From an optimization exercise on the open Yosys and OpenROAD flow, aimed at small area, a short achievable clock period and few clock cycles per item; shortcuts taken in it are not production practice. At most, simulation tests tie the RTL to the original design; equivalence was not proved. No functional check of the RTL was part of runs 1, 2, 4 and 5.

**flow/constraint.sdc**
```tcl
create_clock -name core_clock -period 100.0 [get_ports {clk}]
set_input_delay 20.0000 -clock core_clock [delete_from_list [all_inputs] [get_ports {clk}]]
set_output_delay 20.0000 -clock core_clock [all_outputs]
set_load 0.01 [all_outputs]
```
**flow/design.v**
```verilog
module carry_norm (
    input  wire        clk,
    input  wire        rst,
    input  wire        in_valid,
    output reg         in_ready,
    input  wire [63:0] in_data,
    input  wire        in_last,
    output reg         out_valid,
    input  wire        out_ready,
    output wire [63:0] out_digit,
    output reg         out_last,
    output reg         out_err,
    output reg         out_topovf
);
    localparam [1:0] S_IDLE = 2'd0, S_RSH = 2'd1, S_ADD = 2'd2, S_DIV = 2'd3;
    reg        v0;
    reg [63:0] x0;
    reg        l0;
    reg        drop;         
    reg        cz;           
    reg        cbig;         
    reg [15:0] cs;           
    reg [63:0] c;            
    reg [6:0]  odig;         
    reg        ofull;
    reg        sv;           
    reg [6:0]  sdig;
    reg        slast, serr, stop, sfull;
    reg [1:0]  st;           
    reg [6:0]  cnt;          
    reg [3:0]  dly;          
    reg        sgn;          
    reg        rb, stk;      
    reg        cy;           
    reg        vneg;         
    assign out_digit = {c[63:7] & {57{ofull}}, odig};
    wire accept  = in_valid && in_ready;
    wire rd      = out_valid && out_ready;
    wire room    = !(out_valid && sv);                   
    wire qempty  = !out_valid && !sv;
    wire fullpend = (out_valid && ofull) || (sv && sfull);
    function fast_win;                  
        input [63:0] x;
        fast_win = (x[62:52] < 11'd1022) || (!x[63] && x[62:52] <= 11'd1043);
    endfunction
    function is_bad;                    
        input [63:0] x;
        is_bad = (x[62:52] == 11'd2047) || (x[62:52] > 11'd1086) ||
                 ((x[62:52] == 11'd1086) && !(x[63] && x[51:0] == 52'd0));
    endfunction
    function drain_f;
        input        v, idle, dr, rm, fp, cz_, cb, last, win, bad;
        drain_f = v && idle &&
                  (dr || (rm && (bad || (win && (cz_ || !cb) && !(last && fp)))));
    endfunction
    wire        f_sign = x0[63];
    wire [10:0] f_exp  = x0[62:52];
    wire [52:0] f_mant = {f_exp != 11'd0, x0[51:0]};
    wire        f_tiny = (f_exp < 11'd1022);
    wire        f_win  = fast_win(x0);
    wire        f_bad  = is_bad(x0);
    wire        fast   = f_win && (cz || !cbig);
    wire        idle   = (st == S_IDLE);
    wire        drain  = drain_f(v0, idle, drop, room, fullpend, cz, cbig, l0, f_win, f_bad);
    wire        start_slow = v0 && idle && !drop && !f_bad && !fast && qempty;
    wire [4:0]  sh5   = 5'd19 - f_exp[4:0];             
    wire [21:0] tsh   = f_mant[52:31] >> sh5;
    wire [20:0] ip    = f_tiny ? 21'd0 : tsh[21:1];
    wire        rbit  = !f_tiny && tsh[0];
    reg  [21:0] smask;
    integer k;
    always @(*)
        for (k = 0; k < 22; k = k + 1)
            smask[k] = (k <= sh5);
    wire        stkf  = (|f_mant[29:0]) || (|(f_mant[51:30] & smask));
    wire        rupf  = rbit & (stkf | ip[0]);
    wire [15:0] cadd  = cz ? 16'd0 : cs;
    reg  [21:0] fv;
    reg         rc;
    integer j;
    always @(*) begin
        rc = rupf;
        for (j = 0; j < 22; j = j + 1) begin
            fv[j] = (j < 21 ? ip[j] : 1'b0) ^ (j < 16 ? cadd[j] : 1'b0) ^ rc;
            rc    = ((j < 21 ? ip[j] : 1'b0) & (j < 16 ? cadd[j] : 1'b0)) |
                    (((j < 21 ? ip[j] : 1'b0) | (j < 16 ? cadd[j] : 1'b0)) & rc);
        end
    end
    wire [15:0] fq    = fv / 22'd100;
    wire [6:0]  fr    = fv % 22'd100;
    wire        ftop  = (fv[21:7] != 15'd0) || (fv[6:0] > 7'd99);
    wire        a_bit  = ((dly == 4'd0) ? x0[0] : 1'b0) ^ sgn;
    wire        b_bit  = cz ? 1'b0 : cbig ? c[0] : (cnt[6:4] == 3'd0) && cs[cnt[3:0]];
    wire        rup_s  = rb & (stk | x0[0]);
    wire        c_in   = (cnt == 7'd0) ? (rup_s ^ sgn) : cy;
    wire        s_bit  = a_bit ^ b_bit ^ c_in;
    wire        s_cy   = (a_bit & b_bit) | (a_bit & c_in) | (b_bit & c_in);
    wire        s_64   = sgn ^ (cbig & b_bit) ^ s_cy;    
    wire        s_ovf  = (s_64 != s_bit);
    wire [63:0] vfin   = {s_bit, c[63:1]};
    wire        vtop   = vfin[63] || (|vfin[62:7]) || (vfin[6:0] > 7'd99);
    wire [7:0]  d_t    = {cs[6:0], c[63] ^ vneg};
    wire        d_ge   = (d_t >= 8'd100);
    wire [7:0]  d_r    = d_ge ? d_t - 8'd100 : d_t;
    wire [6:0]  d_fin  = vneg ? 7'd99 - d_r[6:0] : d_r[6:0];
    wire        add_end = (st == S_ADD) && (cnt == 7'd63);
    wire        div_end = (st == S_DIV) && (cnt == 7'd63);
    reg         wr;                      
    reg  [6:0]  nd;
    reg         nlast, nerr, ntop, nfull;
    reg         pop;                     
    reg         n_drop, n_cz, n_cbig;
    always @(*) begin
        wr = 1'b0; nd = 7'd0; nlast = 1'b0; nerr = 1'b0; ntop = 1'b0; nfull = 1'b0;
        pop = 1'b0;
        n_drop = drop; n_cz = cz; n_cbig = cbig;
        if (drain) begin
            pop = 1'b1;
            if (drop) begin
                if (l0) n_drop = 1'b0;
            end else if (f_bad) begin
                wr = 1'b1; nerr = 1'b1; nlast = 1'b1;
                n_cz = 1'b1; n_cbig = 1'b0; n_drop = !l0;
            end else begin
                wr = 1'b1; nlast = l0; nfull = l0; ntop = l0 && ftop;
                nd = l0 ? fv[6:0] : fr;
                n_cz = l0; n_cbig = 1'b0;
            end
        end
        if (add_end) begin
            if (s_ovf) begin
                pop = 1'b1; wr = 1'b1; nerr = 1'b1; nlast = 1'b1;
                n_cz = 1'b1; n_cbig = 1'b0; n_drop = !l0;
            end else if (l0) begin
                pop = 1'b1; wr = 1'b1; nlast = 1'b1; nfull = 1'b1; ntop = vtop;
                nd = vfin[6:0];
                n_cz = 1'b1; n_cbig = 1'b0;
            end
        end
        if (div_end) begin
            pop = 1'b1; wr = 1'b1; nd = d_fin;
            n_cz = 1'b0; n_cbig = 1'b1;
        end
    end
    wire n_ov   = (out_valid && !rd) || sv || wr;
    wire n_sv   = (out_valid && !rd && (sv || wr)) || (sv && wr);
    wire n_room = !(n_ov && n_sv);
    wire n_fp   = (out_valid && !rd && ofull) || (sv && sfull) || (wr && nfull);
    wire n_v0   = accept || (v0 && !pop);
    wire [63:0] n_x0 = accept ? in_data : x0;
    wire        n_l0 = accept ? in_last : l0;
    wire n_idle = !(start_slow || (!idle && !(add_end && (s_ovf || l0)) && !div_end));
    wire n_drain = drain_f(n_v0, n_idle, n_drop, n_room, n_fp, n_cz, n_cbig, n_l0,
                           accept ? fast_win(in_data) : f_win,
                           accept ? is_bad(in_data) : f_bad);
    always @(posedge clk) begin
        if (rst) begin
            v0         <= 1'b0;
            in_ready   <= 1'b1;
            drop       <= 1'b0;
            cz         <= 1'b1;
            cbig       <= 1'b0;
            st         <= S_IDLE;
            out_valid  <= 1'b0;
            sv         <= 1'b0;
            ofull      <= 1'b0;
            sfull      <= 1'b0;
        end else begin
            v0       <= n_v0;
            in_ready <= !n_v0 || n_drain;
            drop     <= n_drop;
            cz       <= n_cz;
            cbig     <= n_cbig;
            if (accept) begin
                x0 <= in_data;
                l0 <= in_last;
            end
            if (rd || !out_valid) begin
                if (sv) begin
                    odig <= sdig; out_last <= slast; out_err <= serr;
                    out_topovf <= stop; ofull <= sfull;
                end else begin
                    odig <= nd; out_last <= nlast; out_err <= nerr;
                    out_topovf <= ntop; ofull <= nfull;
                end
            end
            if (wr && (sv || (out_valid && !rd))) begin
                sdig <= nd; slast <= nlast; serr <= nerr; stop <= ntop; sfull <= nfull;
            end
            out_valid <= n_ov;
            sv        <= n_sv;
            if (drain && !drop && !f_bad) begin
                if (l0)
                    c <= {42'd0, fv};
                else
                    cs <= fq;
            end
            if (start_slow) begin
                x0[63:52] <= {11'd0, f_exp != 11'd0};
                sgn       <= f_sign;
                rb        <= 1'b0;
                stk       <= 1'b0;
                cnt       <= 7'd0;
                if (f_exp >= 11'd1075) begin
                    st  <= S_ADD;
                    dly <= f_exp[3:0] - 4'd3;                     
                end else begin
                    st  <= S_RSH;
                    dly <= 4'd0;
                    cnt <= f_tiny ? 7'd54 : 7'd51 - f_exp[6:0];  
                end
            end
            case (st)
                S_RSH: begin
                    stk <= stk | rb;
                    rb  <= x0[0];
                    x0  <= {1'b0, x0[63:1]};
                    cnt <= cnt - 7'd1;
                    if (cnt == 7'd1)
                        st <= S_ADD;
                end
                S_ADD: begin
                    if (dly == 4'd0)
                        x0 <= {1'b0, x0[63:1]};
                    else
                        dly <= dly - 4'd1;
                    c    <= vfin;
                    cy   <= s_cy;
                    cnt  <= cnt + 7'd1;
                    vneg <= s_bit;
                    if (add_end)
                        cs <= 16'd0;
                    if (add_end) begin
                        st  <= (s_ovf || l0) ? S_IDLE : S_DIV;
                        cnt <= 7'd0;
                    end
                end
                S_DIV: begin
                    c   <= {c[62:0], d_ge ^ vneg};
                    cs  <= {9'd0, d_r[6:0]};
                    cnt <= cnt + 7'd1;
                    if (div_end)
                        st <= S_IDLE;
                end
                default: ;
            endcase
        end
    end
endmodule
```
**flow/run.sh**
```bash
#!/bin/bash
# synth_recipe.tcl (not shown) runs the flow's synth.tcl, then flattens the netlist and writes it again
# the make line also repeats each setting of config.mk as NAME=value (left out here)
make -C /OpenROAD-flow-scripts/flow DESIGN_CONFIG=/design/flow/config.mk WORK_HOME=/design/flow/orfs CLKGATE_MAP_FILE= SYNTH_SCRIPT=/design/flow/synth_recipe.tcl finish
```
**flow/config.mk**
```make
export PLATFORM = sky130hd
export DESIGN_NAME = carry_norm
export DESIGN_NICKNAME = carry_norm
export VERILOG_FILES = /design/flow/design.v
export SDC_FILE = /design/flow/constraint.sdc
export NUM_CORES = 4
export LEC_CHECK = 0
export ABC_AREA = 1
export CAP_MARGIN = 20
export CORE_MARGIN = 2
export CORE_UTILIZATION = 40
export SETUP_SLACK_MARGIN = 2
export SLEW_MARGIN = 20
```
==> results of run 1 <==
-- area by class of cell --
| type | instances | area [um2] |
|---|---|---|
| clock buffers | 17 | 425.4 |
| clock inverters | 15 | 143.9 |
| fillers | 3903 | 20650 |
| inverters | 371 | 1394 |
| multi-input cells | 1514 | 8243 |
| flip-flops and latches | 192 | 5657 |
| well taps | 518 | 648.1 |
| repair buffers | 152 | 1484 |
-- routing by layer --
layer / track usage [%] / wire length [um]
met2: 38.08 / 21820
met1: 29.15 / 20660
met3: 2.235 / 1798
met4: 7.090 / 1034
met5: 0 / 0
-- synthesized netlist by cell type (5+ instances only) --
cell / n
inv_2: 23
o211ai_1: 22
inv_1: 341
nand2_1: 532
nor2_2: 8
nand2_2: 46
nand4_2: 8
a22oi_1: 19
clkinv_1: 7
dfxtp_1: 11
clkbuf_1: 68
ha_1: 25
a31oi_1: 12
o21ai_1: 18
nand4_1: 32
nand2_4: 18
nand3_2: 11
xnor2_1: 9
nor2_4: 5
buf_1: 7
buf_4: 6
fa_1: 17
nor3_1: 18
a21oi_1: 45
o21ai_0: 198
o22ai_1: 123
nor4_1: 36
xor2_1: 19
o221ai_1: 6
nor2_1: 137
o31ai_1: 11
edfxtp_1: 181
nand3_1: 89
-- registers in the layout, summed over array words and instances (netlist names), 2 cells and up --
name	flops
cs	16
x0	64
st	2
odig	7
c	64
sdig	7
dly	4
cnt	7
-- kinds of logic after synthesis --
group	count (synthesis)	synth area share (%)
flip-flops	192	36.19
AO/OA/AOI/OAI	488	18.41
adder cells (fa/ha/maj)	42	4.180
XOR/XNOR	28	1.569
buffers and inverters	456	11.24
AND/OR/NAND/NOR	952	28.15
multiplexers	4	0.2562
-- worst min-delay path: stages (launching register included) --
cell and delay, ns:
dfxtp_1 0.32, nand3_1 0.08, nand2_1 0.04
-- worst max-delay path by stage --
stage                                endpoint          startpoint  slack [ns]
after floorplan                c[0]$_DFFE_PP_                 rst       76.17
after global placement    in_ready$_SDFF_PP1_         in_data[48]       77.24
after detailed placement  in_ready$_SDFF_PP1_         in_data[48]       77.26
after CTS                        out_digit[7]  ofull$_SDFFE_PP0N_       77.69
after global routing            out_digit[27]  ofull$_SDFFE_PP0N_       77.54
final                            out_digit[7]  ofull$_SDFFE_PP0N_       77.71
==> results.json, run 1 <==
{
  "path_max_fanout": 58,
  "yosysWarnings": 1,
  "fin_hold_ws_ns": 0.4810,
  "min_to": "sfull$_SDFFE_PP0P_",
  "cts_tree": "yes",
  "antenna_found_initial": 0,
  "cp.depth": 3,
  "postLayoutCoreUtil_pct": 46.56,
  "rr_worst_depth": 110,
  "worst_slew_pin_slew_ns": 1.051,
  "path_clk_slew_ns": 0.08,
  "vias": 15057,
  "skew_ns": 0.01097,
  "slew_headroom_pct": 29.96,
  "antenna_left": 0,
  "routed_wl_mm": 45.31,
  "synth.area.top_cells": "edfxtp_1 35%, nand2_1 13%, inv_1 8.2%, o21ai_0 6.3%, o22ai_1 4.9%",
  "drt_iter0_markers": 1174,
  "slew_violations": 0,
  "routabilityCongestion": 0.9225,
  "grt_usage_pct": 22.10,
  "syn_area_per_cell_um2": 7.228,
  "setup_viol": 0,
  "mostFrequentLayoutCells": "530 x nand2_1, 340 x inv_1, 198 x o21ai_0, 181 x edfxtp_1, 137 x clkdlybuf4s50_1",
  "cts_inserted_buffers": 17,
  "cap_violations": 0,
  "cp_top_family": "flip-flops",
  "synth_fp_nets": 2273,
  "startpoint_type": "register",
  "crit_slowest_cell": "dfxtp_2",
  "hold_violations": 0,
  "rows": 72,
  "wire_per_inst_um": 16.31,
  "arrival_ns": 2.29,
  "fin_crit_ns": 22.29,
  "ys_seq_area_share_pct": 36.19,
  "yosys.area.top_type_share_pct": 34.78,
  "timing.rr.end": "odig[3]$_DFFE_PP_",
  "postCtsHoldBufs": 0,
  "tns_ns": 0,
  "place_area_um2": 17430,
  "critical_path_class": "register to primary output",
  "setup_slack_ns": 77.71,
  "insertedDiodeCount": 0,
  "drive_gt1_share_pct": 7.961,
  "cts_setup_buffers": 0,
  "first_pass_iters": 6,
  "syn_inst": 2162,
  "rsz0062_at_grt": "false",
  "async_reset_ff_share_pct": 0,
  "outcome": "finished clean",
  "instances_no_fill": 2779,
  "syn_area_um2": 15630,
  "cp_num_buf_inv": 2,
  "synth-seq-cells": 192,
  "via_per_inst": 5.418,
  "synth_largest_area_cell": "edfxtp_1",
  "final_cell_area_um2": 17990,
  "grt_start_max_net_pins": 72,
  "synth_edf_count": 181,
  "dp_hpwl_mm": 34.35,
  "r2r_start": "x0[54]$_DFFE_PN_",
  "cts_buffer_depth": 2,
  "hold-path-cell-count": 2,
  "cp_data_required_time_ns": 80.00,
  "dieArea_um2": 40660,
  "rrSetupSlack_ns": 81.59,
  "dp_slack_ns": 77.26,
  "clock.fmax_mhz": 44.87,
  "path_cells": "nand2_1, inv_1, clkdlybuf4s50_1",
  "ioPinCount": 138,
  "hp-class": "register to register",
  "insertion_delay_ns": 0.47,
  "min_from": "sfull$_SDFFE_PP0P_",
  "gr-total-overflow": 0,
  "start_util_pct": 40.43,
  "ys_types": 61,
  "die_y_um": 201.7,
  "grt_pass1_vias": 14182,
  "synth-main-ff-cell": "edfxtp_1",
  "drc": 0,
  "cts_resized": 0,
  "h-tree-depth": 4,
  "cts-root-buf": "clkbuf_16",
  "dp.cells": 2747,
  "die_w_um": 201.7,
  "io_buffers": 137,
  "design.core.area_um2": 38650,
  "fin_nets": 2359,
  "critPathMaxStageDelay_ns": 1.00,
  "min_period_over_period_pct": 22.29,
  "synthToLayoutAreaGrowth_pct": 15.16,
  "grt_pass1_wl_mm": 73.44,
  "layout_commonest_cell": "nand2_1",
  "end_kind": "primary output",
  "cts_sinks": 192
}
==> inputs of run 2 (changes only) <==
--- a/flow/design.v
+++ b/flow/design.v
@@ -24,4 +24,5 @@
     reg [6:0]  odig;         
     reg        ofull;
+    reg        omk1, omk2, omk3;    
     reg        sv;           
     reg [6:0]  sdig;
@@ -34,5 +35,6 @@
     reg        cy;           
     reg        vneg;         
-    assign out_digit = {c[63:7] & {57{ofull}}, odig};
+    assign out_digit = {c[63:50] & {14{omk3}}, c[49:36] & {14{omk2}},
+                        c[35:22] & {14{omk1}}, c[21:7] & {15{ofull}}, odig};
     wire accept  = in_valid && in_ready;
     wire rd      = out_valid && out_ready;
@@ -147,11 +149,13 @@
     wire n_room = !(n_ov && n_sv);
     wire n_fp   = (out_valid && !rd && ofull) || (sv && sfull) || (wr && nfull);
-    wire n_v0   = accept || (v0 && !pop);
-    wire [63:0] n_x0 = accept ? in_data : x0;
-    wire        n_l0 = accept ? in_last : l0;
+    wire n_keep = v0 && !pop;            
     wire n_idle = !(start_slow || (!idle && !(add_end && (s_ovf || l0)) && !div_end));
-    wire n_drain = drain_f(n_v0, n_idle, n_drop, n_room, n_fp, n_cz, n_cbig, n_l0,
-                           accept ? fast_win(in_data) : f_win,
-                           accept ? is_bad(in_data) : f_bad);
+    wire in_win    = (in_data[62:52] <= 11'd1043) &&
+                     (!in_data[63] || in_data[62:52] < 11'd1022);
+    wire drain_new = n_idle && (n_drop || (n_room && in_win && (n_cz || !n_cbig) &&
+                                           !(in_last && n_fp)));
+    wire drain_old = drain_f(1'b1, n_idle, n_drop, n_room, n_fp, n_cz, n_cbig, l0,
+                             f_win, f_bad);
+    wire n_ready   = accept ? drain_new : (!n_keep || drain_old);
     always @(posedge clk) begin
         if (rst) begin
@@ -164,86 +168,88 @@
             out_valid  <= 1'b0;
             sv         <= 1'b0;
-            ofull      <= 1'b0;
-            sfull      <= 1'b0;
         end else begin
-            v0       <= n_v0;
-            in_ready <= !n_v0 || n_drain;
-            drop     <= n_drop;
-            cz       <= n_cz;
-            cbig     <= n_cbig;
-            if (accept) begin
-                x0 <= in_data;
-                l0 <= in_last;
-            end
-            if (rd || !out_valid) begin
-                if (sv) begin
-                    odig <= sdig; out_last <= slast; out_err <= serr;
-                    out_topovf <= stop; ofull <= sfull;
-                end else begin
-                    odig <= nd; out_last <= nlast; out_err <= nerr;
-                    out_topovf <= ntop; ofull <= nfull;
-                end
-            end
-            if (wr && (sv || (out_valid && !rd))) begin
-                sdig <= nd; slast <= nlast; serr <= nerr; stop <= ntop; sfull <= nfull;
-            end
+            v0        <= accept || n_keep;
+            in_ready  <= n_ready;
+            drop      <= n_drop;
+            cz        <= n_cz;
+            cbig      <= n_cbig;
             out_valid <= n_ov;
             sv        <= n_sv;
-            if (drain && !drop && !f_bad) begin
-                if (l0)
-                    c <= {42'd0, fv};
-                else
-                    cs <= fq;
-            end
-            if (start_slow) begin
-                x0[63:52] <= {11'd0, f_exp != 11'd0};
-                sgn       <= f_sign;
-                rb        <= 1'b0;
-                stk       <= 1'b0;
-                cnt       <= 7'd0;
-                if (f_exp >= 11'd1075) begin
-                    st  <= S_ADD;
-                    dly <= f_exp[3:0] - 4'd3;                     
-                end else begin
-                    st  <= S_RSH;
-                    dly <= 4'd0;
-                    cnt <= f_tiny ? 7'd54 : 7'd51 - f_exp[6:0];  
-                end
-            end
+            if (start_slow)
+                st <= (f_exp >= 11'd1075) ? S_ADD : S_RSH;
             case (st)
-                S_RSH: begin
-                    stk <= stk | rb;
-                    rb  <= x0[0];
-                    x0  <= {1'b0, x0[63:1]};
-                    cnt <= cnt - 7'd1;
-                    if (cnt == 7'd1)
-                        st <= S_ADD;
-                end
-                S_ADD: begin
-                    if (dly == 4'd0)
-                        x0 <= {1'b0, x0[63:1]};
-                    else
-                        dly <= dly - 4'd1;
-                    c    <= vfin;
-                    cy   <= s_cy;
-                    cnt  <= cnt + 7'd1;
-                    vneg <= s_bit;
-                    if (add_end)
-                        cs <= 16'd0;
-                    if (add_end) begin
-                        st  <= (s_ovf || l0) ? S_IDLE : S_DIV;
-                        cnt <= 7'd0;
-                    end
-                end
-                S_DIV: begin
-                    c   <= {c[62:0], d_ge ^ vneg};
-                    cs  <= {9'd0, d_r[6:0]};
-                    cnt <= cnt + 7'd1;
-                    if (div_end)
-                        st <= S_IDLE;
-                end
+                S_RSH: if (cnt == 7'd1) st <= S_ADD;
+                S_ADD: if (add_end) st <= (s_ovf || l0) ? S_IDLE : S_DIV;
+                S_DIV: if (div_end) st <= S_IDLE;
                 default: ;
             endcase
         end
     end
+    always @(posedge clk) begin
+        if (in_ready) begin
+            x0 <= in_data;
+            l0 <= in_last;
+        end
+        if (rd || !out_valid) begin
+            if (sv) begin
+                odig <= sdig; out_last <= slast; out_err <= serr;
+                out_topovf <= stop; ofull <= sfull;
+                omk1 <= sfull && slast; omk2 <= sfull && !serr;
+                omk3 <= sfull && slast && !serr;
+            end else begin
+                odig <= nd; out_last <= nlast; out_err <= nerr;
+                out_topovf <= ntop; ofull <= nfull;
+                omk1 <= nfull && nlast; omk2 <= nfull && !nerr;
+                omk3 <= nfull && nlast && !nerr;
+            end
+        end
+        if (wr && (sv || (out_valid && !rd))) begin
+            sdig <= nd; slast <= nlast; serr <= nerr; stop <= ntop; sfull <= nfull;
+        end
+        if (drain && !drop && !f_bad) begin
+            if (l0)
+                c <= {42'd0, fv};
+            else
+                cs <= fq;
+        end
+        if (start_slow) begin
+            x0[63:52] <= {11'd0, f_exp != 11'd0};
+            sgn       <= f_sign;
+            rb        <= 1'b0;
+            stk       <= 1'b0;
+            cnt       <= 7'd0;
+            if (f_exp >= 11'd1075) begin
+                dly <= f_exp[3:0] - 4'd3;                     
+            end else begin
+                dly <= 4'd0;
+                cnt <= f_tiny ? 7'd54 : 7'd51 - f_exp[6:0];  
+            end
+        end
+        case (st)
+            S_RSH: begin
+                stk <= stk | rb;
+                rb  <= x0[0];
+                x0  <= {1'b0, x0[63:1]};
+                cnt <= cnt - 7'd1;
+            end
+            S_ADD: begin
+                if (dly == 4'd0)
+                    x0 <= {1'b0, x0[63:1]};
+                else
+                    dly <= dly - 4'd1;
+                c    <= vfin;
+                cy   <= s_cy;
+                cnt  <= add_end ? 7'd0 : cnt + 7'd1;
+                vneg <= s_bit;
+                if (add_end)
+                    cs <= 16'd0;
+            end
+            S_DIV: begin
+                c   <= {c[62:0], d_ge ^ vneg};
+                cs  <= {9'd0, d_r[6:0]};
+                cnt <= cnt + 7'd1;
+            end
+            default: ;
+        endcase
+    end
 endmodule
--- a/flow/config.mk
+++ b/flow/config.mk
@@ -10,4 +10,5 @@
 export CORE_MARGIN = 2
 export CORE_UTILIZATION = 40
+export CTS_BUF_LIST = sky130_fd_sc_hd__clkbuf_4 sky130_fd_sc_hd__clkbuf_8
 export SETUP_SLACK_MARGIN = 2
 export SLEW_MARGIN = 20
==> results.json, run 2 <==
{
  "syn_inst": 2124,
  "skew_ns": 0.01858,
  "cts_tree": "yes",
  "slew_violations": 0,
  "async_reset_ff_share_pct": 0,
  "wire_per_inst_um": 15.81,
  "path_clk_slew_ns": 0.11,
  "fillCellCount": 3778,
  "gr-total-overflow": 0,
  "synth-seq-cells": 195,
  "cp_data_required_time_ns": 80.00,
  "layout_commonest_cell": "nand2_1",
  "synthSimpleGateAreaFrac_pct": 30.28,
  "ys_seq_area_share_pct": 32.96,
  "tns_ns": 0,
  "synth_compound_area_share_pct": 19.02,
  "cts_inserted_buffers": 17,
  "drc": 0,
  "insertedDiodeCount": 0,
  "fin_nets": 2324,
  "synth_top_family_by_area": "simple AND/OR/NAND/NOR gates",
  "drt_iter0_markers": 946,
  "die_y_um": 197.3,
  "yosys.area.top_type_share_pct": 20.50,
  "synth_mux_area_share_pct": 0.4689,
  "startpoint_type": "register",
  "hold_violations": 0,
  "path_cells": "nand2_1, inv_1, clkdlybuf4s50_1",
  "synthAdderAreaFrac_pct": 4.371,
  "synthToLayoutAreaGrowth_pct": 14.57,
  "routabilityCongestion": 0.9176,
  "dp.cells": 2662,
  "start_util_pct": 40.72,
  "grt_start_max_net_pins": 69,
  "synth.area.top_cells": "edfxtp_1 20%, nand2_1 13%, dfxtp_1 12%, inv_1 8.3%, o21ai_0 6.2%",
  "cap_violations": 0,
  "cts_sinks": 195,
  "routed_wl_mm": 42.58,
  "die_w_um": 197.3,
  "place_area_um2": 16730,
  "end_kind": "primary output",
  "path_max_fanout": 16,
  "via_per_inst": 5.351,
  "grt_usage_pct": 22.16,
  "setup_viol": 0,
  "synth_xor_xnor_area_share_pct": 1.583,
  "min_period_over_period_pct": 22.00,
  "cts_resized": 0,
  "drive_gt1_share_pct": 8.940,
  "first_pass_iters": 6,
  "hp-class": "register to register",
  "largestRegisters": "c: 64 flops, x0: 64 flops, cs: 16 flops",
  "io_buffers": 137,
  "cts_setup_buffers": 0,
  "synth_edf_count": 102,
  "syn_area_um2": 14940,
  "mostFrequentLayoutCells": "498 x nand2_1, 328 x inv_1, 184 x o21ai_0, 140 x nor2_1, 137 x clkdlybuf4s50_1",
  "syn_area_per_cell_um2": 7.035,
  "rsz0062_at_grt": "false",
  "ys_types": 62,
  "antenna_left": 0,
  "cts_buffer_depth": 2,
  "synth_common_cells": "498 x nand2_1, 329 x inv_1, 184 x o21ai_0",
  "final_cell_area_um2": 17120,
  "vias": 14415,
  "synth-main-ff-cell": "edfxtp_1",
  "worst_slew_pin_slew_ns": 1.032,
  "rows": 70,
  "h-tree-depth": 4,
  "crit_slowest_cell": "edfxtp_1",
  "clock.fmax_mhz": 45.46,
  "grt_pass1_vias": 13437,
  "design.core.area_um2": 36700,
  "critPathMaxStageDelay_ns": 0.76,
  "instances_no_fill": 2694,
  "arrival_ns": 2.00,
  "dieArea_um2": 38920,
  "synth_largest_area_cell": "edfxtp_1",
  "postCtsHoldBufs": 0,
  "critical_path_class": "register to primary output",
  "antenna_found_initial": 0,
  "ioPinCount": 138,
  "insertion_delay_ns": 0.51,
  "synth_fp_nets": 2235,
  "yosysMostFrequentCell": "nand2_1",
  "outcome": "finished clean",
  "grt_pass1_wl_mm": 69.78,
  "yosysWarnings": 1,
  "dp_hpwl_mm": 32.66,
  "fin_crit_ns": 22.00,
  "slew_headroom_pct": 30.92,
  "cts-root-buf": "clkbuf_8"
}
run 2: changes by cell type after synthesis, moves of 21 or more:
cell,before,now
a21oi_1,45,66
dfxtp_1,11,93
edfxtp_1,181,102
nand2_1,532,498
o22ai_1,123,62
o32ai_1,4,53
run 2: through the flow:
step | util [%] | setup WS (ns) | hold WS, ns
after global placement | 45.51 | 78.07 | 0.4455
after floorplan | - | 78.82 | 0.4305
after global routing | 46.65 | 77.78 | 0.4789
after CTS | 46.65 | 77.88 | 0.4728
final | 46.65 | 78.00 | 0.4782
after detailed placement | 45.58 | 78.03 | 0.4540
run 2: kinds of logic (layout without fill, tap and decap cells):
group | after synthesis | in the layout
AOI/OAI and AO/OA | 461 | 461
xor gates and xnor gates | 27 | 27
adders and majority gates | 42 | 42
buffers and inverters | 447 | 549
DFF | 195 | 195
muxes | 7 | 7
and+or+nand+nor | 945 | 945
run 2: per-layer routing:
layer | track usage, % | wire length [um]
met5 | 0 | 0
met4 | 5.792 | 762
met3 | 2.988 | 1933
met2 | 37.61 | 20100
met1 | 29.67 | 19790
run 2: worst paths after layout:
path              startpoint  slack, ns                end  depth (start not counted)
max          ofull$_DFFE_PN_      78.00       out_digit[7]                          3
min           dly[0]$_DFF_P_       0.48     dly[0]$_DFF_P_                          1
min reg2reg   dly[0]$_DFF_P_       0.48     dly[0]$_DFF_P_                          1
max reg2reg   x0[54]$_DFF_P_      80.84  odig[3]$_DFFE_PN_                        109
run 2: critical path: cells and delay by family (launching register included):
family                 cells  cell delay, ns
and+or+nand+nor            1            0.13
buffers and inverters      2            0.59
DFF                        1            0.76
run 2: layout make-up:
| type | count | area (um2) | share of cell area (%) |
|---|---|---|---|
| timing repair buffer | 152 | 1504 | 8.785 |
| inverter | 365 | 1375 | 8.032 |
| multi-input combinational | 1482 | 8339 | 48.71 |
| clock inverter | 14 | 150.1 | 0.8770 |
| clock buffer | 18 | 241.5 | 1.411 |
| sequential | 195 | 4925 | 28.77 |
| tap | 468 | 585.6 | 3.420 |
==> inputs of run 3 (changes only) <==
--- a/flow/design.v
+++ b/flow/design.v
@@ -24,5 +24,5 @@
     reg [6:0]  odig;         
     reg        ofull;
-    reg        omk1, omk2, omk3;    
+    reg        omk1, omk2;   
     reg        sv;           
     reg [6:0]  sdig;
@@ -35,6 +35,6 @@
     reg        cy;           
     reg        vneg;         
-    assign out_digit = {c[63:50] & {14{omk3}}, c[49:36] & {14{omk2}},
-                        c[35:22] & {14{omk1}}, c[21:7] & {15{ofull}}, odig};
+    assign out_digit = {c[63:43] & {21{omk2}}, c[42:22] & {21{omk1}},
+                        c[21:7] & {15{ofull}}, odig};
     wire accept  = in_valid && in_ready;
     wire rd      = out_valid && out_ready;
@@ -196,10 +196,8 @@
                 out_topovf <= stop; ofull <= sfull;
                 omk1 <= sfull && slast; omk2 <= sfull && !serr;
-                omk3 <= sfull && slast && !serr;
             end else begin
                 odig <= nd; out_last <= nlast; out_err <= nerr;
                 out_topovf <= ntop; ofull <= nfull;
                 omk1 <= nfull && nlast; omk2 <= nfull && !nerr;
-                omk3 <= nfull && nlast && !nerr;
             end
         end
--- a/flow/config.mk
+++ b/flow/config.mk
@@ -10,5 +10,4 @@
 export CORE_MARGIN = 2
 export CORE_UTILIZATION = 40
-export CTS_BUF_LIST = sky130_fd_sc_hd__clkbuf_4 sky130_fd_sc_hd__clkbuf_8
 export SETUP_SLACK_MARGIN = 2
 export SLEW_MARGIN = 20
==> results.json, run 3 <==
{
  "outcome": "finished clean",
  "end_kind": "primary output",
  "first_pass_iters": 5,
  "antenna_found_initial": 0,
  "async_reset_ff_share_pct": 0,
  "cts_sinks": 194,
  "slew_headroom_pct": 27.46,
  "cts_inserted_buffers": 17,
  "setup_viol": 0,
  "die_w_um": 197.8,
  "ys_types": 62,
  "arrival_ns": 1.97,
  "syn_inst": 2150,
  "routabilityCongestion": 0.9575,
  "ioPinCount": 138,
  "hold_violations": 0,
  "postLayoutCoreUtil_pct": 47.10,
  "insertion_delay_ns": 0.46,
  "antenna_left": 0,
  "min_from": "dly[0]$_DFF_P_",
  "via_per_inst": 5.307,
  "drive_gt1_share_pct": 8.711,
  "yosys.area.top_type_share_pct": 20.19,
  "path_max_fanout": 16,
  "synth.area.top_cells": "edfxtp_1 20%, dfxtp_1 12%, nand2_1 12%, inv_1 8.7%, o21ai_0 7.1%",
  "layout_commonest_cell": "nand2_1",
  "place_area_um2": 16770,
  "largestRegisters": "c: 64 flops, x0: 64 flops, cs: 16 flops",
  "synth_common_cells": "495 x nand2_1, 350 x inv_1, 214 x o21ai_0",
  "fin_crit_ns": 21.97,
  "cts-root-buf": "clkbuf_16",
  "slew_violations": 0,
  "synth-main-ff-cell": "edfxtp_1",
  "mostFrequentLayoutCells": "495 x nand2_1, 349 x inv_1, 214 x o21ai_0, 137 x clkdlybuf4s50_1, 132 x nor2_1",
  "grt_usage_pct": 22.10,
  "cts_resized": 0,
  "insertedDiodeCount": 0,
  "grt_start_max_net_pins": 99,
  "cts_setup_buffers": 0,
  "register_area_um2": 4895,
  "fin_nets": 2348,
  "synthToLayoutAreaGrowth_pct": 15.34,
  "final_cell_area_um2": 17330,
  "start_util_pct": 40.84,
  "r2r_start": "x0[54]$_DFF_P_",
  "skew_ns": 0.01734,
  "routed_wl_mm": 42.76,
  "grt_pass1_wl_mm": 69.97,
  "dp.cells": 2686,
  "grt_use_met2_pct": 38.15,
  "instances_no_fill": 2718,
  "fin_hold_ws_ns": 0.4716,
  "cts_tree": "yes",
  "fillCellCount": 3747,
  "multi_input_area_um2": 8361,
  "drc": 0,
  "hold-path-cell-count": 1,
  "crit_path_start": "ofull$_DFFE_PN_",
  "grt_pass1_vias": 13911,
  "critical_path_class": "register to primary output",
  "postCtsHoldBufs": 0,
  "rsz0062_at_grt": "false",
  "clock.fmax_mhz": 45.51,
  "path_clk_slew_ns": 0.08,
  "worst_slew_pin_slew_ns": 1.084,
  "synth_largest_area_cell": "edfxtp_1",
  "tns_ns": 0,
  "yosysMostFrequentCell": "nand2_1",
  "wire_per_inst_um": 15.73,
  "io_buffers": 137,
  "vias": 14424,
  "die_y_um": 197.8,
  "syn_area_per_cell_um2": 6.987,
  "synth_fp_nets": 2261,
  "syn_area_um2": 15020,
  "synth-seq-cells": 194,
  "min_period_over_period_pct": 21.97,
  "rows": 70,
  "use_met1_pct": 28.83,
  "cap_violations": 0,
  "rr_worst_depth": 111,
  "ys_seq_area_share_pct": 32.58,
  "synth_edf_count": 101,
  "grt_util_met3_pct": 2.793,
  "cts_buffer_depth": 2,
  "h-tree-depth": 4,
  "design.core.area_um2": 36790,
  "dieArea_um2": 39120,
  "hp-class": "register to register",
  "drt_iter0_markers": 843,
  "startpoint_type": "register",
  "busiest_layer": "met2",
  "dp_hpwl_mm": 32.52,
  "cp_data_required_time_ns": 80.00,
  "gr-total-overflow": 0,
  "yosysWarnings": 1
}
run 3: final timing paths:
| kind | endpoint | slack (ns) |
|---|---|---|
| setup / recovery | out_digit[11] | 78.03 |
| hold / removal | dly[0]$_DFF_P_ | 0.47 |
| setup reg to reg | odig[4]$_DFFE_PN_ | 80.87 |
| hold reg to reg | dly[0]$_DFF_P_ | 0.47 |
run 3: final cells by class:
cell class	count	share of cell area (%)
Clock buffer	18	2.477
Inverter	382	8.290
Clock inverter	14	0.7582
Tap cell	468	3.380
Sequential cell	194	28.25
Timing Repair Buffer	150	8.593
Multi-Input combinational cell	1492	48.25
run 3: logic make-up after synthesis:
| group | share of synthesized area [%] |
|---|---|
| buffers and inverters | 11.84 |
| AND/OR/NAND/NOR | 29.49 |
| XOR/XNOR | 1.458 |
| adder cells (fa/ha/maj) | 4.348 |
| flip-flops | 32.58 |
| AO/OA/AOI/OAI | 19.87 |
| multiplexers | 0.3998 |
run 3: metal layers:
metal | routed length (um) | vias up
met5 | 0 | -
met4 | 909 | 0
met3 | 1754 | 54
met2 | 20350 | 334
met1 | 19750 | 6665
li1 | - | 7371
run 3: critical path: stages (launching register included):
cell	delay (ns)
edfxtp_1	0.77
nand2_1	0.12
inv_1	0.07
clkdlybuf4s50_1	0.54
run 3: stage by stage:
stage          setup slack, ns
2_1_floorplan            78.75
3_3_place_gp             78.09
3_5_place_dp             78.03
4_1_cts                  77.97
5_1_grt                  77.86
6_report                 78.03
Testbench counts of run 3, summed over its fixed seeds: cycles 18,530, items 18,514.
==> inputs of run 4 (changes only) <==
--- a/flow/design.v
+++ b/flow/design.v
@@ -24,5 +24,6 @@
     reg [6:0]  odig;         
     reg        ofull;
-    reg        omk1, omk2;   
+    reg        osf1, osf2, osf3;    
+    reg        ssf;                 
     reg        sv;           
     reg [6:0]  sdig;
@@ -35,6 +36,6 @@
     reg        cy;           
     reg        vneg;         
-    assign out_digit = {c[63:43] & {21{omk2}}, c[42:22] & {21{omk1}},
-                        c[21:7] & {15{ofull}}, odig};
+    assign out_digit = {c[63:50] & {14{osf3}}, c[49:36] & {14{osf2}},
+                        c[35:22] & {14{osf1}}, c[21:7] & {15{ofull}}, odig};
     wire accept  = in_valid && in_ready;
     wire rd      = out_valid && out_ready;
@@ -102,5 +103,5 @@
     wire [63:0] vfin   = {s_bit, c[63:1]};
     wire        vtop   = vfin[63] || (|vfin[62:7]) || (vfin[6:0] > 7'd99);
-    wire [7:0]  d_t    = {cs[6:0], c[63] ^ vneg};
+    wire [7:0]  d_t    = {(cnt == 7'd0) ? 7'd0 : cs[6:0], c[63] ^ vneg};
     wire        d_ge   = (d_t >= 8'd100);
     wire [7:0]  d_r    = d_ge ? d_t - 8'd100 : d_t;
@@ -110,9 +111,10 @@
     reg         wr;                      
     reg  [6:0]  nd;
-    reg         nlast, nerr, ntop, nfull;
+    reg         nlast, nerr, ntop, nfull, nsf;
     reg         pop;                     
     reg         n_drop, n_cz, n_cbig;
     always @(*) begin
         wr = 1'b0; nd = 7'd0; nlast = 1'b0; nerr = 1'b0; ntop = 1'b0; nfull = 1'b0;
+        nsf = 1'b0;
         pop = 1'b0;
         n_drop = drop; n_cz = cz; n_cbig = cbig;
@@ -136,4 +138,5 @@
             end else if (l0) begin
                 pop = 1'b1; wr = 1'b1; nlast = 1'b1; nfull = 1'b1; ntop = vtop;
+                nsf = 1'b1;
                 nd = vfin[6:0];
                 n_cz = 1'b1; n_cbig = 1'b0;
@@ -195,17 +198,18 @@
                 odig <= sdig; out_last <= slast; out_err <= serr;
                 out_topovf <= stop; ofull <= sfull;
-                omk1 <= sfull && slast; omk2 <= sfull && !serr;
+                osf1 <= ssf; osf2 <= ssf && slast; osf3 <= ssf && !serr;
             end else begin
                 odig <= nd; out_last <= nlast; out_err <= nerr;
                 out_topovf <= ntop; ofull <= nfull;
-                omk1 <= nfull && nlast; omk2 <= nfull && !nerr;
+                osf1 <= nsf; osf2 <= nsf && nlast; osf3 <= nsf && !nerr;
             end
         end
         if (wr && (sv || (out_valid && !rd))) begin
             sdig <= nd; slast <= nlast; serr <= nerr; stop <= ntop; sfull <= nfull;
+            ssf <= nsf;
         end
         if (drain && !drop && !f_bad) begin
             if (l0)
-                c <= {42'd0, fv};
+                c[21:0] <= fv;
             else
                 cs <= fq;
@@ -240,10 +244,8 @@
                 cnt  <= add_end ? 7'd0 : cnt + 7'd1;
                 vneg <= s_bit;
-                if (add_end)
-                    cs <= 16'd0;
             end
             S_DIV: begin
                 c   <= {c[62:0], d_ge ^ vneg};
-                cs  <= {9'd0, d_r[6:0]};
+                cs[6:0] <= d_r[6:0];
                 cnt <= cnt + 7'd1;
             end
==> results.json, run 4 <==
{
  "die_w_um": 197.7,
  "routabilityCongestion": 0.9167,
  "arrival_ns": 1.98,
  "syn_inst": 2153,
  "cts_inserted_buffers": 17,
  "h-tree-depth": 4,
  "dp_slack_ns": 77.97,
  "grt_pass1_wl_mm": 68.12,
  "cts-root-buf": "clkbuf_16",
  "yosysWarnings": 1,
  "cts_buffer_depth": 2,
  "synth.area.top_cells": "edfxtp_1 24%, nand2_1 15%, dfxtp_1 10%, inv_1 7.9%, o21ai_0 7.4%",
  "critical_path_class": "register to primary output",
  "synth-main-ff-cell": "edfxtp_1",
  "antenna_left": 0,
  "postCtsHoldBufs": 0,
  "instances_no_fill": 2726,
  "cts_tree": "yes",
  "io_buffers": 137,
  "mostFrequentLayoutCells": "584 x nand2_1, 313 x inv_1, 222 x o21ai_0, 137 x clkdlybuf4s50_1, 135 x nor2_1",
  "path_clk_slew_ns": 0.08,
  "cts_resized": 0,
  "dp_hpwl_mm": 31.47,
  "hp-class": "register to register",
  "first_pass_iters": 5,
  "synthToLayoutAreaGrowth_pct": 15.88,
  "startpoint_type": "register",
  "worst_slew_pin_slew_ns": 1.178,
  "min_from": "dly[0]$_DFF_P_",
  "grt_start_max_net_pins": 91,
  "fin_crit_ns": 21.98,
  "crit_path_start": "ofull$_DFFE_PN_",
  "fin_nets": 2356,
  "start_util_pct": 40.78,
  "ioPinCount": 138,
  "synth_edf_count": 119,
  "synth_fp_nets": 2264,
  "drive_gt1_share_pct": 9.035,
  "syn_area_um2": 15000,
  "dp.cells": 2694,
  "hold_violations": 0,
  "wire_per_inst_um": 15.11,
  "setup_viol": 0,
  "cts_sinks": 196,
  "ys_types": 61,
  "drt_iter0_markers": 926,
  "grt_usage_pct": 21.49,
  "postLayoutCoreUtil_pct": 47.26,
  "min_period_over_period_pct": 21.98,
  "rsz0062_at_grt": "false",
  "slew_headroom_pct": 19.41,
  "r2r_start": "x0[54]$_DFF_P_",
  "yosysMostFrequentCell": "nand2_1",
  "gr-total-overflow": 0,
  "design.core.area_um2": 36790,
  "synth-seq-cells": 196,
  "layout_commonest_cell": "nand2_1",
  "yosys.area.top_type_share_pct": 23.82,
  "async_reset_ff_share_pct": 0,
  "skew_ns": 0.01396,
  "via_per_inst": 5.247,
  "largestRegisters": "c: 64 flops, x0: 64 flops, cs: 16 flops",
  "dieArea_um2": 39070,
  "synth_largest_area_cell": "edfxtp_1",
  "fillCellCount": 3783,
  "insertion_delay_ns": 0.46,
  "end_kind": "primary output",
  "setup_slack_ns": 78.02,
  "grt_pass1_vias": 13689,
  "cap_violations": 0,
  "path_max_fanout": 16,
  "insertedDiodeCount": 0,
  "outcome": "finished clean",
  "rows": 70,
  "drc": 0,
  "slew_violations": 0,
  "cp_data_required_time_ns": 80.00,
  "syn_area_per_cell_um2": 6.967,
  "die_y_um": 197.7,
  "antenna_found_initial": 0,
  "cts_setup_buffers": 0,
  "synth_common_cells": "584 x nand2_1, 314 x inv_1, 223 x o21ai_0",
  "vias": 14304,
  "ys_seq_area_share_pct": 34.10,
  "tns_ns": 0,
  "clock.fmax_mhz": 45.49,
  "routed_wl_mm": 41.19
}
[run 4: changes by cell type after synthesis, moves of 7 or more]
cell,change
a21oi_1,-25
clkbuf_1,-7
dfxtp_1,-16
edfxtp_1,+18
inv_1,-36
nand2_1,+89
nand2_2,-9
nand2_4,+7
nand3_1,+8
o21ai_0,+9
o22ai_1,+12
o32ai_1,-47
[run 4: cell families after synthesis]
logic type                 after synthesis  share of synthesized area, %
DFF                                    196                         34.10
adders and majority gates               42                         4.354
xor gates and xnor gates                20                         1.168
muxes                                    4                        0.2669
and+or+nand+nor                       1028                         32.28
AOI/OAI and AO/OA                      440                         16.97
buffers and inverters                  423                         10.87
[run 4: path summary, 6_finish.rpt]
| path | slack [ns] | cells after the start | to |
|---|---|---|---|
| setup / recovery | 78.02 | 3 | out_digit[16] |
| hold / removal | 0.49 | 1 | dly[0]$_DFF_P_ |
| setup reg to reg | 81.50 | 118 | odig[3]$_DFFE_PN_ |
| hold reg to reg | 0.49 | 1 | dly[0]$_DFF_P_ |
[run 4: cell type report]
cell class                      count  area, um2  share of cell area, %
Multi-Input combinational cell   1534       8269                  47.57
Sequential cell                   196       5115                  29.42
Timing Repair Buffer              147       1446                  8.321
Inverter                          349       1313                  7.551
Tap cell                          468      585.6                  3.369
Clock buffer                       19      442.9                  2.548
Clock inverter                     13      211.5                  1.216
[run 4: metrics by stage]
step	hold slack, ns	area [um2]
final	0.4884	17380
after global routing	0.5109	17380
after CTS	0.4915	17380
after detailed placement	0.4688	16730
after global placement	0.4654	16730
after floorplan	0.4308	15000
[run 4: worst max-delay path: stages, from the launching register on]
cell and delay [ns]:
edfxtp_1 0.79, nand2_1 0.13, inv_1 0.08, clkdlybuf4s50_1 0.53
[run 4: routing by layer]
layer | part of all wire (%) | up-vias | track usage [%]
met4 | 2.5 | 0 | 7.268
met1 | 45 | 6584 | 27.44
met5 | 0 | - | 0
met3 | 4.3 | 57 | 2.527
met2 | 48 | 353 | 37.60
li1 | - | 7310 | -
==> inputs of run 5 (changes only) <==
--- a/flow/config.mk
+++ b/flow/config.mk
@@ -7,7 +7,7 @@
 export LEC_CHECK = 0
 export ABC_AREA = 1
-export CAP_MARGIN = 20
+export CAP_MARGIN = 50
 export CORE_MARGIN = 2
 export CORE_UTILIZATION = 40
 export SETUP_SLACK_MARGIN = 2
-export SLEW_MARGIN = 20
+export SLEW_MARGIN = 70
==> results.json, run 5 <==
{
  "outcome": "finished clean",
  "final_cell_area_um2": 17550,
  "fin_crit_ns": 21.97,
  "insertedDiodeCount": 0,
  "grt_usage_pct": 21.44,
  "cp_data_required_time_ns": 80.00,
  "syn_area_per_cell_um2": 6.967,
  "cts_setup_buffers": 0,
  "yosysWarnings": 1,
  "setup_viol": 0,
  "async_reset_ff_share_pct": 0,
  "grt_start_max_net_pins": 91,
  "antenna_left": 0,
  "synth_largest_area_cell": "edfxtp_1",
  "ys_types": 61,
  "syn_area_um2": 15000,
  "cts_resized": 0,
  "r2r_start": "x0[54]$_DFF_P_",
  "yosysMostFrequentCell": "nand2_1",
  "cts_sinks": 196,
  "mostFrequentLayoutCells": "582 x nand2_1, 309 x inv_1, 217 x o21ai_0, 138 x clkdlybuf4s50_1, 128 x nor2_1",
  "rsz0062_at_grt": "false",
  "ys_seq_area_share_pct": 34.10,
  "min_period_over_period_pct": 21.97,
  "synth_fp_nets": 2264,
  "via_per_inst": 5.314,
  "m1WireLength_mm": 18.17,
  "wl_met2_mm": 20.34,
  "routabilityCongestion": 0.9167,
  "gr-total-overflow": 0,
  "cts-root-buf": "clkbuf_16",
  "hp-class": "register to register",
  "postCtsHoldBufs": 0,
  "hold-path-cell-count": 2,
  "rrSetupSlack_ns": 82.04,
  "startpoint_type": "register",
  "start_util_pct": 40.78,
  "path_clk_slew_ns": 0.08,
  "cap_violations": 0,
  "critical_path_class": "register to primary output",
  "endpoint": "out_digit[13]",
  "grt_pass1_wl_mm": 67.85,
  "crit_path_start": "ofull$_DFFE_PN_",
  "layout_commonest_cell": "nand2_1",
  "cts_buffer_depth": 2,
  "cts_tree": "yes",
  "die_y_um": 197.7,
  "worst_slew_pin_slew_ns": 0.4263,
  "place_area_um2": 16890,
  "dp_hpwl_mm": 31.45,
  "syn_inst": 2153,
  "dieArea_um2": 39070,
  "first_pass_iters": 5,
  "arrival_ns": 1.97,
  "tns_ns": 0,
  "end_kind": "primary output",
  "drt_iter0_markers": 853,
  "antenna_found_initial": 0,
  "insertion_delay_ns": 0.47,
  "wire_per_inst_um": 15.10,
  "wl_met3_mm": 1.947,
  "cts_inserted_buffers": 17,
  "hold_violations": 0,
  "synth_edf_count": 119,
  "slew_headroom_pct": 71.32,
  "fin_nets": 2367,
  "largestRegisters": "c: 64 flops, x0: 64 flops, cs: 16 flops",
  "synth-seq-cells": 196,
  "synth.area.top_cells": "edfxtp_1 24%, nand2_1 15%, dfxtp_1 10%, inv_1 7.9%, o21ai_0 7.4%",
  "slew_violations": 0,
  "h-tree-depth": 4,
  "synth-main-ff-cell": "edfxtp_1",
  "path_max_fanout": 11,
  "rr_worst_depth": 118,
  "drive_gt1_share_pct": 10.49,
  "drc": 0,
  "rows": 70,
  "yosys.area.top_type_share_pct": 23.82,
  "design.core.area_um2": 36790,
  "grt_pass1_vias": 13477,
  "routed_wl_mm": 41.32,
  "synthToLayoutAreaGrowth_pct": 17.01,
  "die_w_um": 197.7,
  "clock.fmax_mhz": 45.51,
  "io_buffers": 137,
  "vias": 14544,
  "timing.rr.end": "odig[3]$_DFFE_PN_",
  "synth_common_cells": "584 x nand2_1, 314 x inv_1, 223 x o21ai_0",
  "ioPinCount": 138,
  "skew_ns": 0.01439,
  "highest_layer": "met4"
}
-- run 5: cell counts after synthesis --
No cell type changed its count.
-- run 5: how the worst min path moves through the flow --
stage                    from        endpoint  slack, ns
2_1_floorplan  x0[63]$_DFF_P_   sgn$_DFFE_PP_       0.43
3_3_place_gp   dly[0]$_DFF_P_  dly[0]$_DFF_P_       0.47
3_5_place_dp   dly[0]$_DFF_P_  dly[0]$_DFF_P_       0.47
4_1_cts        x0[25]$_DFF_P_  x0[24]$_DFF_P_       0.49
5_1_grt         x0[5]$_DFF_P_   x0[4]$_DFF_P_       0.52
6_report       x0[25]$_DFF_P_  x0[24]$_DFF_P_       0.49
-- run 5: final cells by class --
class | instances | area [um2]
fill | 3751 | 19230
multi-input combinational | 1534 | 8376
sequential | 196 | 5120
timing repair buffer | 158 | 1567
inverter | 349 | 1331
tap | 468 | 585.6
clock buffer | 19 | 452.9
clock inverter | 13 | 120.1
-- run 5: metrics by stage --
| stage | worst slack [ns] | hold slack, ns | std cells | util [%] |
|---|---|---|---|---|
| after floorplan | 78.75 | 0.4308 | 2153 | - |
| after global placement | 78.01 | 0.4654 | 2694 | 45.48 |
| after detailed placement | 78.25 | 0.4730 | 2702 | 45.92 |
| after CTS | 78.00 | 0.4919 | 2734 | 47.48 |
| after global routing | 77.92 | 0.5155 | 2737 | 47.71 |
| final | 78.03 | 0.4905 | 2737 | 47.71 |
-- run 5: cell families (layout without fill, tap and decap cells) --
family | count (synthesis) | in the layout | share of synthesized area (%)
adders and majority gates | 42 | 42 | 4.354
DFF | 196 | 196 | 34.10
buffers and inverters | 423 | 539 | 10.87
AOI/OAI and AO/OA | 440 | 440 | 16.97
xor gates and xnor gates | 20 | 20 | 1.168
and+or+nand+nor | 1028 | 1028 | 32.28
muxes | 4 | 4 | 0.2669
-- run 5: per-layer routing --
layer / GRT usage (%) / vias to the layer above
met2: 37.85 / 429
met1: 27.43 / 6730
met3: 2.698 / 59
met5: 0 / -
li1: - / 7326
met4: 6.126 / 0
-- run 5: worst max-delay path, cell delays in order, from the launching register on --
cell,delay (ns)
edfxtp_1,0.36
buf_2,0.22
buf_2,0.25
nand2_1,0.08
inv_1,0.06
clkdlybuf4s50_1,0.53
==> inputs of run 6 (changes only) <==
--- a/flow/design.v
+++ b/flow/design.v
@@ -150,15 +150,20 @@
     wire n_ov   = (out_valid && !rd) || sv || wr;
     wire n_sv   = (out_valid && !rd && (sv || wr)) || (sv && wr);
-    wire n_room = !(n_ov && n_sv);
-    wire n_fp   = (out_valid && !rd && ofull) || (sv && sfull) || (wr && nfull);
     wire n_keep = v0 && !pop;            
     wire n_idle = !(start_slow || (!idle && !(add_end && (s_ovf || l0)) && !div_end));
-    wire in_win    = (in_data[62:52] <= 11'd1043) &&
-                     (!in_data[63] || in_data[62:52] < 11'd1022);
-    wire drain_new = n_idle && (n_drop || (n_room && in_win && (n_cz || !n_cbig) &&
-                                           !(in_last && n_fp)));
-    wire drain_old = drain_f(1'b1, n_idle, n_drop, n_room, n_fp, n_cz, n_cbig, l0,
-                             f_win, f_bad);
-    wire n_ready   = accept ? drain_new : (!n_keep || drain_old);
+    wire in_win = (in_data[62:52] <= 11'd1043) &&
+                  (!in_data[63] || in_data[62:52] < 11'd1022);
+    wire room0 = !((out_valid || wr) && (out_valid && (sv || wr)));
+    wire room1 = !((sv || wr) && (sv && wr));
+    wire fp0   = (out_valid && ofull) || (sv && sfull) || (wr && nfull);
+    wire fp1   = (sv && sfull) || (wr && nfull);
+    wire czb   = n_cz || !n_cbig;
+    wire dn0   = n_idle && (n_drop || (room0 && in_win && czb && !(in_last && fp0)));
+    wire dn1   = n_idle && (n_drop || (room1 && in_win && czb && !(in_last && fp1)));
+    wire do0   = !n_keep || drain_f(1'b1, n_idle, n_drop, room0, fp0, n_cz, n_cbig, l0, f_win, f_bad);
+    wire do1   = !n_keep || drain_f(1'b1, n_idle, n_drop, room1, fp1, n_cz, n_cbig, l0, f_win, f_bad);
+    wire r0    = in_ready ? (in_valid ? dn0 : do0) : do0;
+    wire r1    = in_ready ? (in_valid ? dn1 : do1) : do1;
+    wire n_ready = (out_ready && out_valid) ? r1 : r0;
     always @(posedge clk) begin
         if (rst) begin
--- a/flow/config.mk
+++ b/flow/config.mk
@@ -7,7 +7,7 @@
 export LEC_CHECK = 0
 export ABC_AREA = 1
-export CAP_MARGIN = 50
+export CAP_MARGIN = 20
 export CORE_MARGIN = 2
 export CORE_UTILIZATION = 40
 export SETUP_SLACK_MARGIN = 2
-export SLEW_MARGIN = 70
+export SLEW_MARGIN = 20
==> results.json, run 6 <==
{
  "worst_slew_pin_slew_ns": 1.076,
  "cp_data_required_time_ns": 80.00,
  "die_y_um": 198.5,
  "m1WireLength_mm": 18.59,
  "vias": 14320,
  "grt_pass1_vias": 13505,
  "io_buffers": 137,
  "insertedDiodeCount": 0,
  "path_clk_slew_ns": 0.08,
  "ys_seq_area_share_pct": 33.79,
  "fillCellCount": 3898,
  "end_kind": "primary output",
  "antenna_left": 0,
  "cts_tree": "yes",
  "hold_violations": 0,
  "dieArea_um2": 39420,
  "critPathMaxStageDelay_ns": 0.84,
  "dp_hpwl_mm": 31.97,
  "clock.fmax_mhz": 45.28,
  "cp_top_family": "flip-flops",
  "synth_largest_area_cell": "edfxtp_1",
  "syn_area_um2": 15140,
  "die_w_um": 198.5,
  "yosys.area.top_type_share_pct": 23.61,
  "cap_violations": 0,
  "min_period_over_period_pct": 22.09,
  "drc": 0,
  "rsz0062_at_grt": "false",
  "cts-root-buf": "clkbuf_16",
  "setup_viol": 0,
  "critical_path_class": "register to primary output",
  "drt_iter0_markers": 1075,
  "tns_ns": 0,
  "ys_types": 68,
  "synth_edf_count": 119,
  "path_max_fanout": 17,
  "wl_met3_mm": 1.778,
  "routabilityCongestion": 0.9072,
  "gr-total-overflow": 0,
  "wire_per_inst_um": 15.24,
  "grt_usage_pct": 21.49,
  "yosysWarnings": 1,
  "slew_headroom_pct": 27.54,
  "fin_hold_ws_ns": 0.4736,
  "outcome": "finished clean",
  "skew_ns": 0.01622,
  "path_cells": "nand2_1, inv_1, clkdlybuf4s50_1",
  "synth.area.top_cells": "edfxtp_1 24%, nand2_1 13%, dfxtp_1 10%, inv_1 7.7%, o21ai_0 6.6%",
  "cp_num_buf_inv": 2,
  "async_reset_ff_share_pct": 0,
  "syn_area_per_cell_um2": 7.154,
  "mostFrequentLayoutCells": "532 x nand2_1, 307 x inv_1, 201 x o21ai_0, 144 x nor2_1, 137 x clkdlybuf4s50_1",
  "crit_slowest_cell": "edfxtp_1",
  "first_pass_iters": 6,
  "postCtsHoldBufs": 0,
  "setup_slack_ns": 77.91,
  "drive_gt1_share_pct": 10.48,
  "start_util_pct": 40.38,
  "h-tree-depth": 4,
  "ioPinCount": 138,
  "antenna_found_initial": 0,
  "startpoint_type": "register",
  "arrival_ns": 2.09,
  "wl_met2_mm": 20.30,
  "grt_start_max_net_pins": 105,
  "insertion_delay_ns": 0.47,
  "rows": 71,
  "cts_inserted_buffers": 17,
  "synth-seq-cells": 196,
  "synthToLayoutAreaGrowth_pct": 15.92,
  "via_per_inst": 5.238,
  "cts_sinks": 196,
  "grt_pass1_wl_mm": 68.32,
  "dp_slack_ns": 78.06,
  "fin_crit_ns": 22.09,
  "synth_common_cells": "533 x nand2_1, 309 x inv_1, 201 x o21ai_0",
  "hp-class": "register to register",
  "synth-main-ff-cell": "edfxtp_1",
  "layout_commonest_cell": "nand2_1",
  "cts_setup_buffers": 0,
  "cts_resized": 0,
  "synth_fp_nets": 2227,
  "highest_layer": "met4",
  "largestRegisters": "c: 64 flops, x0: 64 flops, cs: 16 flops",
  "yosysMostFrequentCell": "nand2_1",
  "design.core.area_um2": 37490,
  "routed_wl_mm": 41.66,
  "slew_violations": 0,
  "cts_buffer_depth": 2,
  "fin_nets": 2321,
  "syn_inst": 2116
}
[run 6: cell types whose count changed in the layout (fill, tap and decap cells not counted), moves of 5 or more]
cell	change
nand4_2	-8
buf_4	+7
a31oi_1	+6
nand2_4	+15
buf_2	-5
nand2_1	-50
a21oi_1	+12
nand3_4	+8
o21ai_0	-16
nand3_1	-29
o22ai_1	+7
nor2_1	+16
[run 6: worst paths after layout]
| path | start | slack [ns] | to | depth (start not counted) |
|---|---|---|---|---|
| hold / removal | dly[0]$_DFF_P_ | 0.47 | dly[0]$_DFF_P_ | 1 |
| hold reg to reg | dly[0]$_DFF_P_ | 0.47 | dly[0]$_DFF_P_ | 1 |
| setup reg to reg | x0[54]$_DFF_P_ | 82.35 | odig[3]$_DFFE_PN_ | 111 |
| setup / recovery | ofull$_DFFE_PN_ | 77.91 | out_digit[7] | 3 |
[run 6: cell type report]
cell class                 count  area [um2]  area share (%)
timing repair buffer         151        1481           8.442
inverter                     340        1289           7.344
sequential                   196        5115           29.15
clock buffer                  18       439.2           2.503
multi-input combinational   1504        8443           48.11
clock inverter                14       141.4          0.8057
tap                          511       639.4           3.643
[run 6: metal layers]
metal,track usage (%),vias up
met3,2.798,62
met1,27.34,6646
li1,-,7217
met2,37.62,395
met4,7.131,0
met5,0,-
[run 6: kinds of logic after synthesis]
group / after synthesis / synth area share (%)
AO/OA/AOI/OAI: 455 / 17.81
multiplexers: 5 / 0.3306
XOR/XNOR: 20 / 1.157
AND/OR/NAND/NOR: 982 / 32.06
adder cells (fa/ha/maj): 42 / 4.314
flip-flops: 196 / 33.79
buffers and inverters: 416 / 10.54
[run 6: stage by stage]
stage,cells,instance area (um2),utilization [%]
after floorplan,2116,15140,-
after CTS,2733,17540,46.78
after detailed placement,2701,16960,45.23
after global routing,2734,17550,46.81
final,2734,17550,46.81
after global placement,2701,16950,45.21
[run 6: worst register-to-register path: cells and delay by family, from the launching register on]
kind,cells,cell delay [ns]
AOI/OAI and AO/OA,6,0.93
adders and majority gates,21,6.66
buffers and inverters,22,2.45
DFF,1,0.31
and+or+nand+nor,62,7.06
Testbench counts of run 6, summed over its fixed seeds: cycles 18,530, items 18,514.

[port drivers added, routing unchanged]
How much do the figures lean on ideal ports? The routed layouts below were timed once more, with nothing changed but the port constraints. Step 1 sets driving cells, clkbuf_16 on the clock port and buf_2 on the other inputs (assumed; they add their load-dependent delay and slew). Step 2 times the ports against the registers' clock, not the clock port: input delays grow and output delays shrink by t, the midpoint of the rising clock arrivals with the driver on. Slacks: ideal / step 1 / step 2; pairs: ideal / step 1.
run	t, ns	setup WS [ns]	clock arrival spread, ns
run 1	0.510	77.711 / 77.661 / 77.348	0.011 / 0.011
run 2	0.550	78.004 / 77.959 / 77.983	0.019 / 0.019
run 3	0.508	78.025 / 77.974 / 78.049	0.018 / 0.017
run 4	0.502	78.018 / 77.967 / 78.001	0.016 / 0.015
run 5	0.512	78.027 / 77.976 / 78.278	0.014 / 0.014
run 6	0.507	77.913 / 77.863 / 78.011	0.016 / 0.016
After both steps every run listed still meets setup and hold. The setup slack of run 1, which loses most, moves by -0.050 ns with the drivers and by -0.363 ns with both steps.
